What follows belongs to an exercise in optimizing a design on an open flow for small area and few clock cycles; a production flow would make more cautious choices.
In this exercise RTL edits were held to simulation tests only and were not proved equivalent to the original.
Power figures rest on the tool's default switching activity, not on a simulated workload.

## design/flow/design.v

```verilog
module crc8_byte (
    input  wire [7:0] crc_in,
    input  wire [7:0] data,
    input  wire [7:0] poly,
    output reg  [7:0] crc_out
);
    integer k;
    reg [7:0] x;
    always @* begin
        x = crc_in ^ data;
        for (k = 0; k < 8; k = k + 1)
            x = x[7] ? ({x[6:0], 1'b0} ^ poly) : {x[6:0], 1'b0};
        crc_out = x;
    end
endmodule
module macphy_codec (
    input  wire        clk,
    input  wire        rst,
    input  wire        req_valid,
    output wire        req_ready,
    input  wire [7:0]  req_op,
    input  wire [31:0] req_a,
    input  wire [31:0] req_b,
    input  wire [31:0] req_c,
    input  wire        req_null,
    input  wire        din_valid,
    output wire        din_ready,
    input  wire [7:0]  din_data,
    output wire        dout_valid,
    input  wire        dout_ready,
    output wire [7:0]  dout_data,
    output wire        bus_valid,
    input  wire        bus_ready,
    output wire [7:0]  bus_tx,
    output wire        bus_last,
    input  wire [7:0]  bus_rx,
    input  wire        bus_err,
    input  wire [7:0]  bus_err_code,
    output wire        rsp_valid,
    input  wire        rsp_ready,
    output wire [7:0]  rsp_status,
    output wire [7:0]  rsp_info,
    output wire [31:0] rsp_data,
    output wire [31:0] rsp_aux,
    output wire        rsp_flag,
    output wire        fault,
    output wire [1:0]  fault_code
);
    localparam [7:0] OP_INIT   = 8'h01, OP_DEINIT = 8'h02,
                     OP_CRC8   = 8'h10, OP_CRCCHK = 8'h11,
                     OP_REGWR  = 8'h20, OP_REGRD  = 8'h21,
                     OP_REGUPD = 8'h22, OP_WFDEC  = 8'h23,
                     OP_C22RD  = 8'h30, OP_C22WR  = 8'h31,
                     OP_C45RD  = 8'h32, OP_C45WR  = 8'h33,
                     OP_FIFOTX = 8'h40, OP_FIFORX = 8'h41;
    localparam [7:0] ST_OK = 8'd0, ST_WBLOCK = 8'd1, ST_INVARG = 8'd2,
                     ST_BUSERR = 8'd3, ST_TIMEOUT = 8'd4, ST_INVOP = 8'd5;
    localparam [7:0] INFO_NO_SPACE = 8'd1, INFO_FIFO_ERR = 8'd2;
    localparam [7:0] INFO_PORT = 8'd1, INFO_NULL = 8'd2, INFO_LEN = 8'd3,
                     INFO_TOO_LONG = 8'd4, INFO_CAPACITY = 8'd5, INFO_VARIANT = 8'd6;
    localparam [1:0] F_UNINIT = 2'd1, F_REINIT = 2'd2, F_RX_SHORT = 2'd3;
    localparam [12:0] MDIOACC0 = 13'h020, MDIOACC1 = 13'h021;
    localparam [2:0]  MAX_POLLS = 3'd4;
    localparam [12:0] TX_SPACE_ADDR = 13'h032, TX_FSIZE_ADDR = 13'h030, TX_DATA_ADDR = 13'h031,
                      STATUS_ADDR = 13'h008, FLUSH_ADDR = 13'h036,
                      RX_FSIZE0 = 13'h090, RX_DATA0 = 13'h091,
                      RX_FSIZE1 = 13'h0C0, RX_DATA1 = 13'h0C1;
    localparam        FIFO_ERR_BIT = 1;
    localparam [1:0] K_REG = 2'd0, K_FTX = 2'd1, K_FRX = 2'd2;
    localparam [2:0] S_IDLE = 3'd0, S_DATA = 3'd1, S_XFER = 3'd2,
                     S_NEXT = 3'd3, S_RSP = 3'd4, S_FAULT = 3'd5;
    reg [2:0]  st;
    reg        cfg_valid;
    reg [7:0]  cfg_poly;
    reg        cfg_crc_en;
    reg [1:0]  cfg_ports;
    reg [1:0]  fault_r;
    reg [7:0]  op;
    reg [31:0] ra, rb, rc;
    reg [15:0] cnt;
    reg [7:0]  crc_acc;
    reg [2:0]  wf_n;
    reg        wf_len_ok;
    reg [55:0] wf_buf;
    reg [1:0]  x_kind;
    reg        x_read;
    reg [47:0] x_buf;
    reg [10:0] x_idx;
    reg [10:0] x_len;
    reg [7:0]  x_crc;
    reg [31:0] x_rx;
    reg        x_err;
    reg [7:0]  x_code;
    reg [10:0] fl;           
    reg [10:0] tx_hi;        
    reg [10:0] rx_lo;        
    reg [10:0] rx_hi;        
    reg [10:0] rx_n;         
    reg        dout_full;
    reg [7:0]  dout_q;
    reg [2:0]  step;
    reg [2:0]  polls;
    reg [7:0]  r_status, r_info;
    reg [31:0] r_data, r_aux;
    reg        r_flag;
    wire [10:0] hlen    = cfg_crc_en ? 11'd3 : 11'd2;      
    wire [10:0] tx_lo   = cfg_crc_en ? 11'd5 : 11'd4;      
    wire        crc_pos = cfg_crc_en && !x_read && (x_idx == ((x_kind == K_FTX) ? 11'd4 : 11'd6));
    wire        in_din  = (x_kind == K_FTX) && (x_idx >= tx_lo) && (x_idx < tx_hi);
    wire        in_dout = (x_kind == K_FRX) && (x_idx >= rx_lo) && (x_idx < rx_hi);
    assign req_ready  = (st == S_IDLE);
    assign din_ready  = ((st == S_DATA) && (cnt != 16'd0)) ||
                        ((st == S_XFER) && in_din && bus_ready);
    assign bus_valid  = (st == S_XFER) && (!in_din || din_valid) &&
                        (!in_dout || !dout_full || dout_ready);
    assign bus_tx     = crc_pos ? x_crc : (in_din ? din_data : x_buf[47:40]);
    assign bus_last   = (x_idx == x_len - 11'd1);
    assign dout_valid = dout_full;
    assign dout_data  = dout_q;
    assign rsp_valid  = (st == S_RSP);
    assign rsp_status = r_status;
    assign rsp_info   = r_info;
    assign rsp_data   = r_data;
    assign rsp_aux    = r_aux;
    assign rsp_flag   = r_flag;
    assign fault      = (st == S_FAULT);
    assign fault_code = fault_r;
    wire [7:0] din_crc;
    crc8_byte u_din_crc (.crc_in(crc_acc), .data(din_data), .poly(cfg_poly), .crc_out(din_crc));
    wire [7:0] bus_crc;
    crc8_byte u_bus_crc (.crc_in(x_crc), .data(bus_tx), .poly(cfg_poly), .crc_out(bus_crc));
    wire [31:0] cw_c22   = (req_op == OP_C22RD)
                         ? {4'b0001, 2'b10, req_a[4:0], req_b[4:0], 16'h0000}
                         : {4'b0001, 2'b01, req_a[4:0], req_b[4:0], req_c[15:0]};
    wire [31:0] cw_c45_1 = {4'b0000, 2'b00, req_a[4:0], req_b[4:0], req_c[15:0]};
    wire [31:0] cw_c45_2 = (op == OP_C45RD)
                         ? {4'b0000, 2'b11, ra[4:0], rb[4:0], 16'h0000}
                         : {4'b0000, 2'b01, ra[4:0], rb[4:0], rc[31:16]};
    wire [55:0] wf_frame = cfg_crc_en ? wf_buf : {wf_buf[47:0], 8'h00};
    wire [15:0] wf_hdr   = wf_frame[55:40];
    wire [31:0] wf_value = wf_frame[39:8];
    wire [7:0]  wf_crc   = wf_frame[7:0];
    wire        wf_cd    = wf_hdr[15];
    wire        wf_rw    = wf_hdr[13];
    wire [15:0] wf_rsvd  = wf_hdr & 16'h4000;
    wire        port_ok  = {6'h0, req_a[7:0]} < {12'h0, cfg_ports};
    wire        lens_ok  = (req_b[7:0] == 8'd6) && (req_b[15:8] == 8'd6) && (req_b[23:16] == 8'd2);
    wire [16:0] tx_pl    = (req_c[15:0] < 16'd46) ? 17'd46 : {1'b0, req_c[15:0]};
    wire [16:0] tx_fl    = {6'h0, hlen} + 17'd14 + tx_pl;
    wire [16:0] tx_al    = (tx_fl + 17'd3) & ~17'd3;
    wire        tx_long  = tx_al > 17'd1534;
    wire        no_space = (x_rx < 32'd2) || ({22'h0, fl} > ({x_rx, 1'b0} - 33'd4));
    wire [31:0] fs       = x_rx;
    wire [31:0] rx_n32   = fs - {21'h0, hlen} - 32'd14;
    wire        c45      = op[1];
    wire        is_rd    = !op[0];
    task start_xfer;
        input        rd;
        input [12:0] addr;
        input [31:0] value;
        begin
            x_kind <= K_REG;
            x_buf  <= {1'b1, 1'b0, !rd, addr, rd ? 32'h0 : value};
            x_read <= rd;
            x_len  <= (rd || cfg_crc_en) ? 11'd7 : 11'd6;
            x_idx  <= 11'd0;
            x_crc  <= 8'h00;
            st     <= S_XFER;
        end
    endtask
    task respond;
        input [7:0]  status;
        input [7:0]  info;
        input [31:0] data;
        input [31:0] aux;
        input        flag;
        begin
            r_status <= status;
            r_info   <= info;
            r_data   <= data;
            r_aux    <= aux;
            r_flag   <= flag;
            st       <= S_RSP;
        end
    endtask
    always @(posedge clk) begin
        if (rst) begin
            st        <= S_IDLE;
            cfg_valid <= 1'b0;
            fault_r   <= 2'd0;
            dout_full <= 1'b0;
        end else begin
            if (dout_full && dout_ready)
                dout_full <= 1'b0;
            case (st)
            S_IDLE: if (req_valid) begin
                op <= req_op;
                ra <= req_a;
                rb <= req_b;
                rc <= req_c;
                step  <= 3'd0;
                polls <= 3'd0;
                if (!cfg_valid && req_op != OP_INIT) begin
                    fault_r <= F_UNINIT;
                    st      <= S_FAULT;
                end else if (cfg_valid && req_op == OP_INIT) begin
                    fault_r <= F_REINIT;
                    st      <= S_FAULT;
                end else begin
                    case (req_op)
                    OP_INIT:
                        if (req_c[7:0] != 8'd1 && req_c[7:0] != 8'd2)
                            respond(ST_INVARG, INFO_VARIANT, 32'h0, 32'h0, 1'b0);
                        else begin
                            cfg_poly   <= req_a[7:0];
                            cfg_crc_en <= req_b[0];
                            cfg_ports  <= req_c[1:0];
                            cfg_valid  <= 1'b1;
                            respond(ST_OK, 8'h00, 32'h0, 32'h0, 1'b0);
                        end
                    OP_DEINIT: begin
                        cfg_valid <= 1'b0;
                        respond(ST_OK, 8'h00, 32'h0, 32'h0, 1'b0);
                    end
                    OP_CRC8, OP_CRCCHK, OP_WFDEC:
                        if (req_null)
                            respond(ST_INVARG, INFO_NULL, 32'h0, 32'h0, 1'b0);
                        else begin
                            cnt       <= req_a[15:0];
                            crc_acc   <= (req_op != OP_WFDEC && req_b[8]) ? req_b[7:0] : 8'h00;
                            wf_n      <= 3'd0;
                            wf_len_ok <= (req_a[15:0] == (cfg_crc_en ? 16'd7 : 16'd6));
                            st        <= S_DATA;
                        end
                    OP_REGWR:
                        start_xfer(1'b0, req_a[12:0], req_b);
                    OP_REGRD, OP_REGUPD:
                        start_xfer(1'b1, req_a[12:0], 32'h0);
                    OP_C22RD, OP_C22WR:
                        start_xfer(1'b0, MDIOACC0, cw_c22);
                    OP_C45RD, OP_C45WR:
                        start_xfer(1'b0, MDIOACC0, cw_c45_1);
                    OP_FIFOTX:
                        if (!port_ok)
                            respond(ST_INVARG, INFO_PORT, 32'h0, 32'h0, 1'b0);
                        else if (req_null)
                            respond(ST_INVARG, INFO_NULL, 32'h0, 32'h0, 1'b0);
                        else if (!lens_ok)
                            respond(ST_INVARG, INFO_LEN, 32'h0, 32'h0, 1'b0);
                        else if (tx_long)
                            respond(ST_INVARG, INFO_TOO_LONG, 32'h0, 32'h0, 1'b0);
                        else begin
                            fl    <= tx_fl[10:0];
                            tx_hi <= tx_lo + 11'd14 + req_c[10:0];
                            start_xfer(1'b1, TX_SPACE_ADDR, 32'h0);
                        end
                    OP_FIFORX:
                        if (!port_ok)
                            respond(ST_INVARG, INFO_PORT, 32'h0, 32'h0, 1'b0);
                        else if (req_null)
                            respond(ST_INVARG, INFO_NULL, 32'h0, 32'h0, 1'b0);
                        else
                            start_xfer(1'b1, req_a[0] ? RX_FSIZE1 : RX_FSIZE0, 32'h0);
                    default:
                        respond(ST_INVOP, req_op, 32'h0, 32'h0, 1'b0);
                    endcase
                end
            end
            S_DATA:
                if (cnt == 16'd0) begin
                    case (op)
                    OP_CRC8:
                        respond(ST_OK, 8'h00, {24'h0, crc_acc}, 32'h0, 1'b0);
                    OP_CRCCHK:
                        respond(ST_OK, 8'h00, {24'h0, crc_acc}, 32'h0, crc_acc == rc[7:0]);
                    default:  
                        if (!wf_len_ok)
                            respond(ST_INVARG, INFO_LEN, 32'h0, 32'h0, 1'b0);
                        else
                            respond(ST_OK, 8'h00, wf_value,
                                    {wf_cd & wf_rw, wf_rw, wf_cd, wf_hdr[12:0], wf_rsvd},
                                    cfg_crc_en ? (wf_crc == crc_acc) : 1'b1);
                    endcase
                end else if (din_valid) begin
                    cnt    <= cnt - 16'd1;
                    wf_buf <= {wf_buf[47:0], din_data};
                    if (op != OP_WFDEC || wf_n < 3'd6)
                        crc_acc <= din_crc;
                    if (wf_n != 3'd7)
                        wf_n <= wf_n + 3'd1;
                end
            S_XFER:
                if (bus_valid && bus_ready) begin
                    x_idx <= x_idx + 11'd1;
                    x_buf <= {x_buf[39:0], 8'h00};
                    x_crc <= bus_crc;
                    if (x_idx >= 11'd3)
                        x_rx <= {x_rx[23:0], bus_rx};
                    if (in_dout) begin
                        dout_full <= 1'b1;
                        dout_q    <= bus_rx;
                    end
                    if (bus_last) begin
                        x_err  <= bus_err;
                        x_code <= bus_err_code;
                        st     <= S_NEXT;
                    end
                end
            S_NEXT:
                if (dout_full)
                    ;  
                else if (x_err)
                    respond(ST_BUSERR, x_code, 32'h0, 32'h0, 1'b0);
                else begin
                    case (op)
                    OP_REGWR:
                        respond(ST_OK, 8'h00, 32'h0, 32'h0, 1'b0);
                    OP_REGRD:
                        respond(ST_OK, 8'h00, x_rx, 32'h0, 1'b0);
                    OP_REGUPD:
                        if (step == 3'd0) begin
                            step <= 3'd1;
                            start_xfer(1'b0, ra[12:0], (x_rx & ~rb) | (rc & rb));
                        end else
                            respond(ST_OK, 8'h00, 32'h0, 32'h0, 1'b0);
                    OP_FIFOTX:
                        case (step)
                        3'd0:  
                            if (no_space)
                                respond(ST_WBLOCK, INFO_NO_SPACE, 32'h0, 32'h0, 1'b0);
                            else begin
                                step <= 3'd1;
                                start_xfer(1'b0, TX_FSIZE_ADDR, {21'h0, fl});
                            end
                        3'd1: begin  
                            step   <= 3'd2;
                            x_kind <= K_FTX;
                            x_buf  <= {3'b101, TX_DATA_ADDR, 8'h00, ra[7:0], 16'h0000};
                            x_read <= 1'b0;
                            x_len  <= 11'd2 + ((fl + 11'd3) & ~11'd3);
                            x_idx  <= 11'd0;
                            x_crc  <= 8'h00;
                            st     <= S_XFER;
                        end
                        3'd2: begin  
                            step <= 3'd3;
                            start_xfer(1'b1, STATUS_ADDR, 32'h0);
                        end
                        3'd3:  
                            if (x_rx[FIFO_ERR_BIT]) begin
                                step <= 3'd4;
                                start_xfer(1'b0, FLUSH_ADDR, 32'h0000_0002);
                            end else
                                respond(ST_OK, 8'h00, 32'h0, 32'h0, 1'b0);
                        3'd4: begin
                            step <= 3'd5;
                            start_xfer(1'b0, FLUSH_ADDR, 32'h0000_0000);
                        end
                        default:
                            respond(ST_WBLOCK, INFO_FIFO_ERR, 32'h0, 32'h0, 1'b0);
                        endcase
                    OP_FIFORX:
                        if (step == 3'd0) begin
                            if (fs < {21'h0, hlen} + 32'd4)
                                respond(ST_OK, 8'h00, 32'h0, 32'h0, 1'b0);
                            else if (fs < {21'h0, hlen} + 32'd14) begin
                                fault_r <= F_RX_SHORT;
                                st      <= S_FAULT;
                            end else if (fs > 32'd1532)
                                respond(ST_INVARG, INFO_TOO_LONG, 32'h0, 32'h0, 1'b0);
                            else if (rx_n32 > rb)
                                respond(ST_INVARG, INFO_CAPACITY, 32'h0, 32'h0, 1'b0);
                            else begin
                                step   <= 3'd1;
                                rx_n   <= rx_n32[10:0];
                                rx_lo  <= 11'd3 + hlen;
                                rx_hi  <= 11'd3 + fs[10:0];
                                x_kind <= K_FRX;
                                x_buf  <= {3'b100, ra[0] ? RX_DATA1 : RX_DATA0, 32'h0};
                                x_read <= 1'b1;
                                x_len  <= 11'd3 + ((fs[10:0] + 11'd3) & ~11'd3);
                                x_idx  <= 11'd0;
                                x_crc  <= 8'h00;
                                st     <= S_XFER;
                            end
                        end else
                            respond(ST_OK, 8'h00, {21'h0, rx_n}, 32'h0, 1'b1);
                    default:  
                        if (!step[0]) begin
                            step  <= step + 3'd1;
                            polls <= 3'd1;
                            start_xfer(1'b1, step[1] ? MDIOACC1 : MDIOACC0, 32'h0);
                        end else if (x_rx[31]) begin
                            if (c45 && step == 3'd1) begin
                                step <= 3'd2;
                                start_xfer(1'b0, MDIOACC1, cw_c45_2);
                            end else
                                respond(ST_OK, 8'h00, is_rd ? {16'h0, x_rx[15:0]} : 32'h0,
                                        32'h0, 1'b0);
                        end else if (polls == MAX_POLLS)
                            respond(ST_TIMEOUT, {7'h0, step[1]}, 32'h0, 32'h0, 1'b0);
                        else begin
                            polls <= polls + 3'd1;
                            start_xfer(1'b1, step[1] ? MDIOACC1 : MDIOACC0, 32'h0);
                        end
                    endcase
                end
            S_RSP:
                if (rsp_ready)
                    st <= S_IDLE;
            default: ;  
            endcase
        end
    end
endmodule
```

## design/flow/run.sh

```bash
#!/bin/bash
# synth_recipe.tcl (not shown) runs the flow's synth.tcl, then flattens the netlist and writes it again
# the make line also repeats each setting of config.mk as NAME=value (left out here)
make -C /OpenROAD-flow-scripts/flow DESIGN_CONFIG=/design/flow/config.mk WORK_HOME=/design/flow/orfs CLKGATE_MAP_FILE= SYNTH_SCRIPT=/design/flow/synth_recipe.tcl finish
```

## design/flow/config.mk

```make
export PLATFORM = sky130hd
export DESIGN_NAME = macphy_codec
export DESIGN_NICKNAME = macphy_codec
export VERILOG_FILES = /design/flow/design.v
export SDC_FILE = /design/flow/constraint.sdc
export NUM_CORES = 4
export LEC_CHECK = 0
export CAP_MARGIN = 20
export CORE_MARGIN = 2
export CORE_UTILIZATION = 40
export SLEW_MARGIN = 20
```

## design/flow/constraint.sdc

```tcl
create_clock -name core_clock -period 7.0 [get_ports {clk}]
set_input_delay 1.4000 -clock core_clock [delete_from_list [all_inputs] [get_ports {clk}]]
set_output_delay 1.4000 -clock core_clock [all_outputs]
set_load 0.01 [all_outputs]
```

==> flow_metrics.tcl <==
set metrics [dict create \
    totalPowerFinal_uw 9680 \
    grtUsageMet2_pct 42.8 \
    setup_viol 0 \
    layout_commonest_cell "edfxtp_1" \
    clkSinkCount 449 \
    overflow 0 \
    cp-end-kind "flop" \
    powerDensity_nw_per_um2 308 \
    min_path_cells 0 \
    cp.required_ns 7.31 \
    cts.path.max_buffers 3 \
    routedWlPerCell_microns 26.6 \
    grtUsageTotal_pct 28.1 \
    slew_viol_final 0 \
    gp_congestion 0.962 \
    yosys.area_share.simple_pct 14.6 \
    core_sq_um 65500 \
    ir_worst_vdd_v 0.000190 \
    fp.dieW_microns 261 \
    die_h_microns 261 \
    wirelength_mm 97.0 \
    drv_cap 0 \
    reg2reg_depth 18 \
    cts_root_buf "clkbuf_16" \
    area_growth_pct 19.1 \
    maxSlewHeadroom_pct 25.1 \
    r2r_slack_ns 0.68 \
    ys_async_sr_fraction_pct 0 \
    rows 94 \
    synth.ff_latch_count 449 \
    initial_utilization_pct 40.3 \
    yosys.area_share.xor_xnor_pct 8.08 \
    rsz0062_at_grt "false" \
    synthFlopType "edfxtp_1" \
    fin_crit_sh_pct 90.2 \
    io_pins 243 \
    cp_max_fo 17 \
    nNetsFinal 2967 \
    r2r_end "x_crc[3]" \
    syn_area_per_cell_sq_um 10.4 \
    min_period_ns 6.32 \
    grt_pass1_vias 21000 \
    die_area_sq_um 68100 \
    layout_common_cells "edfxtp_1, nand2_1, clkdlybuf4s50_1" \
    whs_endpoint "wf_buf[38]" \
    finalHoldViolCount 0 \
    tns_ns 0 \
    hold_path_startpoint "wf_buf[30]" \
    synth-compound-area-share_pct 14.8 \
    drt_pass1_iterations 8 \
    gr-usage-met3_pct 4.91 \
    dpl.hpwl_mm 72.6 \
    path_class "flop to flop" \
    synth.top_cell.area_share_pct 50.3 \
    r2r-start "x_idx[4]" \
    ctsHtreeMaxLevel 2 \
    worst_ep_arrival_time_ns 6.62 \
    drc 0 \
    worst_pin_slew_ns 1.12 \
    yosys.area.top_type "edfxtp_1" \
    num_vias 22000 \
    syn_inst 2539 \
    ctsResizeCount 0 \
    skew_ns 0.0480 \
    grt_max_degree 63 \
    synth_area_sq_um 26400 \
    synth_area_leaders "edfxtp_1, xnor2_1, ha_1" \
    ant_nets 0 \
    clk_pin_slew_ns 0.06 \
    use_met1_pct 39.3 \
    synth_top_family_by_area "compound AO/OA/AOI/OAI gates" \
    leakage_uw 0.0113 \
    synth_nets 2770 \
    numCtsBuffers 51 \
    hold_path_class "flop to flop" \
    final_layout_size_suffix_gt1_share_pct 6.77 \
    cts_tree "yes" \
    status "complete, no violations" \
    cts_setup_buffers 0 \
    synthAdderAreaFrac_pct 4.48 \
    ys.warnings.count 2 \
    top_usage_layer "met2" \
    grt_pass1_wl_mm 141 \
    via_per_inst 6.04 \
    synth_edf_count 442 \
    synth.distinct_cells 82 \
    start_kind "flop" \
    synth_mux_area_share_pct 3.56 \
    fmax_mhz 158 \
    dr.first_iter.drc_count 2777 \
    grt_antenna_before_repair 3 \
    clk_latency_ns 0.64 \
    port_buffers 226 \
    cts_hold_buf 0 \
    yosysSeqAreaShare_pct 50.8 \
]
layer usage:
layer	part of all wire, %	wire [microns]
met3	8.6	8350
met1	43	41300
met2	44	42500
met5	0	0
met4	5.0	4830
metrics by stage:
| stage | instances | hold slack (ns) | util (%) | setup WS, ns | area (sq um) |
|---|---|---|---|---|---|
| 2_1_floorplan | 2539 | 0.424 | - | 0.197 | 26400 |
| 3_3_place_gp | 3547 | 0.450 | 45.4 | 0.679 | 29700 |
| 3_5_place_dp | 3547 | 0.463 | 45.4 | 0.577 | 29700 |
| 4_1_cts | 3639 | 0.480 | 48.0 | 0.752 | 31400 |
| 5_1_grt | 3639 | 0.496 | 48.0 | 0.185 | 31400 |
| 6_report | 3640 | 0.483 | 48.0 | 0.685 | 31400 |
worst max-delay path, stage by stage, from the launching register on:
cell	delay [ns]
edfxtp_1	0.55
ha_1	0.38
a21oi_1	0.13
o21ai_0	0.09
a21oi_1	0.47
o211ai_1	0.29
a211oi_2	0.48
or2_1	0.51
o41ai_1	0.19
or3b_1	0.49
a2111oi_1	0.53
or4_4	0.24
nand2_1	0.09
a311o_1	0.34
nand2_1	0.12
xor2_1	0.48
nand2_1	0.11
xnor3_1	0.44
nor2_1	0.05
logic make-up after synthesis:
group,after synthesis
compound gates,608
xor+xnor,229
fa+ha+maj,94
buf+inv,253
flops,449
mux,92
simple gates,814
how the worst max path moves through the flow:
stage                      from       end  slack, ns  cells after the start
CTS                    x_idx[4]  x_crc[3]       0.75                     18
detailed placement  din_data[6]  x_crc[3]       0.58                     15
floorplan              req_c[9]  x_buf[0]       0.20                     20
finish                 x_idx[4]  x_crc[3]       0.68                     18
global route           x_idx[4]  x_crc[3]       0.18                     18
global placement    din_data[6]  x_crc[4]       0.68                     15
area by class of cell:
cell class                 count  area (sq um)
antenna                        1          2.50
clock buffer                  60          1310
clock inverter                32           398
fill                        6048         34100
inverter                     106           398
multi-input combinational   1837         12100
sequential                   449         13400
tap                          864          1080
timing repair buffer         291          2780
power by group:
group          switching (uW)  internal [uW]
registers                 291           3450
logic                    1830           1340
clock network            1160           1610
sequential cells by signal, summed over array words and instances (netlist names), 10 cells and up:
| signal | flops |
|---|---|
| r_aux | 32 |
| tx_hi | 11 |
| x_buf | 48 |
| rc | 32 |
| ra | 13 |
| fl | 11 |
| x_rx | 32 |
| rx_n | 11 |
| rb | 32 |
| x_idx | 11 |
| x_len | 10 |
| cnt | 16 |
| wf_buf | 56 |
| rx_hi | 11 |
| r_data | 32 |
synth_stat cells (20+ instances only):
cell / instances
and2_1: 20
inv_1: 106
mux2i_1: 76
xnor2_1: 146
clkbuf_1: 133
xor2_1: 74
o21ai_0: 152
nor2_1: 230
ha_1: 93
a21oi_1: 184
nand2b_1: 24
and3_1: 42
a221o_1: 26
edfxtp_1: 442
nand2_1: 264
nand4_1: 26
nor3_1: 50
nor4_1: 20
nand3_1: 47
nor2b_1: 20
a22oi_1: 40
Testbench counts, summed over its fixed seeds: cycles 124,163.

## afterwards: timing with drivers on the ports
In the flow no input, the clock included, has a driving cell. The finished layout below was timed again as built, in two steps.
Step 1 assumes that a clkbuf_16 drives the clock port and a buf_2 every other input.
Step 2 times the ports against the registers' clock, not the clock port: input delays grow and output delays shrink by t, the midpoint of the rising clock arrivals with the driver on.
Slacks: ideal ports / drivers / drivers and shift; pairs: ideal ports / drivers.
shift t [ns]: 0.671
setup WS [ns]: 0.685 / 0.685 / 0.388
hold slack, ns: 0.483 / 0.483 / 0.483
clock arrival spread, ns: 0.048 / 0.048
After both steps setup and hold are still met in this run. The setup slack of this run moves by 0.000 ns with the drivers and by -0.297 ns with both steps.
